This design comes from an exercise in tuning for small area, a short achievable clock period and few clock cycles per item on the open sky130 flow, not from production work.
Only simulation tests tie the RTL to the original design; equivalence was not proved.
Power is estimated from default activity; no workload was simulated.

==> inputs of v38 <==
## rgbe2rgba
module rgbe2rgba (
    input  wire        clk,
    input  wire        rst,         
    input  wire        in_valid,
    output wire        in_ready,
    input  wire [31:0] in_rgbe,     
    input  wire        in_mode,     
    output wire        out_valid,
    input  wire        out_ready,
    output wire [31:0] out_r,
    output wire [31:0] out_g,
    output wire [31:0] out_b,
    output wire [31:0] out_a
);
    localparam [31:0] ONE = 32'h3F800000;
    wire [7:0] rot_r, rot_g, rot_b;
    wire       inc_r, inc_g, inc_b;
    wire [1:0] top_r, top_g, top_b;
    wire [7:0] ex_r, ex_g, ex_b;
    rgbe_channel u_r (.m(in_rgbe[7:0]),   .e(in_rgbe[31:24]), .mode(in_mode),
                      .rot(rot_r), .inc(inc_r), .top(top_r), .ex(ex_r));
    rgbe_channel u_g (.m(in_rgbe[15:8]),  .e(in_rgbe[31:24]), .mode(in_mode),
                      .rot(rot_g), .inc(inc_g), .top(top_g), .ex(ex_g));
    rgbe_channel u_b (.m(in_rgbe[23:16]), .e(in_rgbe[31:24]), .mode(in_mode),
                      .rot(rot_b), .inc(inc_b), .top(top_b), .ex(ex_b));
    reg        s1_valid;
    reg [18:0] s1_r, s1_g, s1_b;    
    wire s1_load = !s1_valid || out_ready;
    assign in_ready = s1_load;
    always @(posedge clk) begin
        if (rst) begin
            s1_valid <= 1'b0;
        end else if (s1_load) begin
            s1_valid <= in_valid;
        end
        if (s1_load) begin
  ...
==> flow/config.mk <==
export PLATFORM = sky130hd
export DESIGN_NAME = rgbe2rgba
export DESIGN_NICKNAME = rgbe2rgba
export VERILOG_FILES = /design/flow/design.v
export SDC_FILE = /design/flow/constraint.sdc
export NUM_CORES = 4
export LEC_CHECK = 0
export ABC_AREA = 1
export CAP_MARGIN = 20
export CORE_MARGIN = 2
export CORE_UTILIZATION = 65
export PLACE_DENSITY = 0.82
export SETUP_SLACK_MARGIN = 3.3
export SLEW_MARGIN = 20
==> flow/constraint.sdc <==
create_clock -name core_clock -period 7.0 [get_ports {clk}]
set_input_delay 1.4000 -clock core_clock [delete_from_list [all_inputs] [get_ports {clk}]]
set_output_delay 1.4000 -clock core_clock [all_outputs]
set_load 0.01 [all_outputs]
standard.sh (not shown) runs the stock make flow with config.mk's settings and CLKGATE_MAP_FILE= SYNTH_SCRIPT=/design/flow/synth_recipe.tcl, a recipe that flattens the netlist after the stock synthesis.
==> flow/flow/run.sh <==
#!/bin/bash
# The standard layout with two changes:
#  1. after the standard synthesis, the combinational gates are re-mapped
#     for area by ABC's default script (flow/resynth.tcl); every register and
#     tie cell keeps its instance name and cell type;
#  2. the port buffers that global placement inserts use the small
#     sky130_fd_sc_hd__buf_1 instead of the cell the resizer picks by default.
# Timing repair, CTS, routing and the rest are ORFS's own (the standard.sh).
set -euo pipefail
here=$(pwd)
res=$here/orfs/results/$FLOW_PLATFORM/rgbe2rgba/base
bash standard.sh synth > standard_synth.log 2>&1
cp $res/1_2_yosys.v $here/std_1_2_yosys.v
RESYNTH_LIB=$FLOW_HOME/platforms/sky130hd/lib/sky130_fd_sc_hd__tt_025C_1v80.lib \
RESYNTH_IN=$here/std_1_2_yosys.v RESYNTH_OUT=$here/resynth.v \
  $FLOW_HOME/../tools/install/yosys/bin/yosys -c $here/flow/resynth.tcl > resynth.log 2>&1
if grep -E '^\s*(wire|input|output|reg)\b' resynth.v | sed 's/\[[0-9]*:[0-9]*\]//' | grep -q '[/:]'; then
  echo "resynth: bad net name" >&2; exit 1
fi
cp $here/resynth.v $res/1_2_yosys.v
rm -f $res/1_synth.odb $res/1_synth.sdc
bash standard.sh "BUFFER_PORTS_ARGS=-buffer_cell sky130_fd_sc_hd__buf_1" finish > standard.log 2>&1
==> flow/flow/resynth.tcl <==
# Re-map the combinational logic of the standard synthesis netlist for area.
# Every flip-flop and tie cell is kept as it is (same instance name and cell
# type); only the gates between them are re-mapped by ABC's default script.
yosys -import
set lib $::env(RESYNTH_LIB)
read_liberty -wb -ignore_miss_func $lib
blackbox =sky130_fd_sc_hd__edfxtp_1 =sky130_fd_sc_hd__dfxtp_1 =sky130_fd_sc_hd__conb_1
read_verilog $::env(RESYNTH_IN)
hierarchy -top $::env(FLOW_TOP)
flatten -wb
opt -purge
abc -liberty $lib -dont_use *lpflow* -dont_use *probe* -dont_use *clkdly* -dont_use *dlygate* -dont_use *dlymetal*
opt_clean -purge
setundef -zero
hilomap -singleton -hicell sky130_fd_sc_hd__conb_1 HI -locell sky130_fd_sc_hd__conb_1 LO
splitnets
opt_clean -purge
insbuf -buf sky130_fd_sc_hd__buf_4 A X
opt_clean -purge
stat -liberty $lib
write_verilog -noattr -noexpr -nohex -nodec $::env(RESYNTH_OUT)
==> v28: changes against v38 <==
CORE_UTILIZATION = 55   (was 65)
PLACE_DENSITY = 0.7   (was 0.82)
SETUP_SLACK_MARGIN = 3.15   (was 3.3)
==> summary.txt <==
| item | v38 | v28 |
|---|---|---|
| Outcome | timing/DRC/antenna clean | timing/DRC/antenna clean |
| Count of placed standard cells including taps | 777 | 783 |
| Met2 GRT Util | 55.6% | 47.9% |
| Levels on crit path | 8 | 9 |
| Launching instance or port of the critical path | in_rgbe[31] | in_rgbe[15] |
| Placed Instance Area | 5280 µm² | 5260 µm² |
| Initial drt markers | 1005 | 579 |
| Critical path endpoint | s1_b[8] | s1_g[18] |
| Setup slack, reg-to-reg | 5.79 ns | 5.80 ns |
| Area of the multi-input gates | 3170 µm² | 3040 µm² |
| Global Route Usage Sum | 35.0% | 29.5% |
| CP peak stage delay | 0.59 ns | 0.58 ns |
| Reported leakage power | 2.10 nW | 2.03 nW |
| Worst EP arrival | 3.94 ns | 3.99 ns |
| Fraction of final layout cells with drive strength greater than 1 | 17.0% | 12.4% |
| Post-layout worst setup margin | 3.27 ns | 3.17 ns |
| Number of resized instances in the post-cts repair step | 57 | 36 |
| Share of the final layout cell area in multi-input gates | 53.0% | 52.6% |
| Net total in the final layout | 738 | 732 |
Testbench counts of v38, summed over its fixed seeds: cycles 32,008, items 32,000.
Testbench counts of v28, summed over its fixed seeds: cycles 32,008, items 32,000.

## port drivers added, routing unchanged
How much do the figures lean on ideal ports? The routed layouts below were timed once more, with nothing changed but the port constraints. Step 1, drivers: a clkbuf_16 drives clk and a buf_2 each remaining input, both assumed. Step 2 adds t to the input delays and takes it off the output delays; t is the mean of the earliest and latest rising clock arrival at the registers after step 1. Input paths then give back, and output paths get back, about the clock's delay inside the block. Slacks: ideal ports / drivers / drivers and shift; pairs: ideal ports / drivers.
| run | t, ns | setup WS [ns] | cell pins on the clock port's net |
|---|---|---|---|
| v38 | 0.377 | 3.273 / 3.274 / 2.897 | 1 |
| v28 | 0.374 | 3.171 / 3.184 / 2.810 | 1 |
After both steps every run listed still meets setup and hold. The setup slack of v38, which loses most, moves by +0.001 ns with the drivers and by -0.376 ns with both steps.
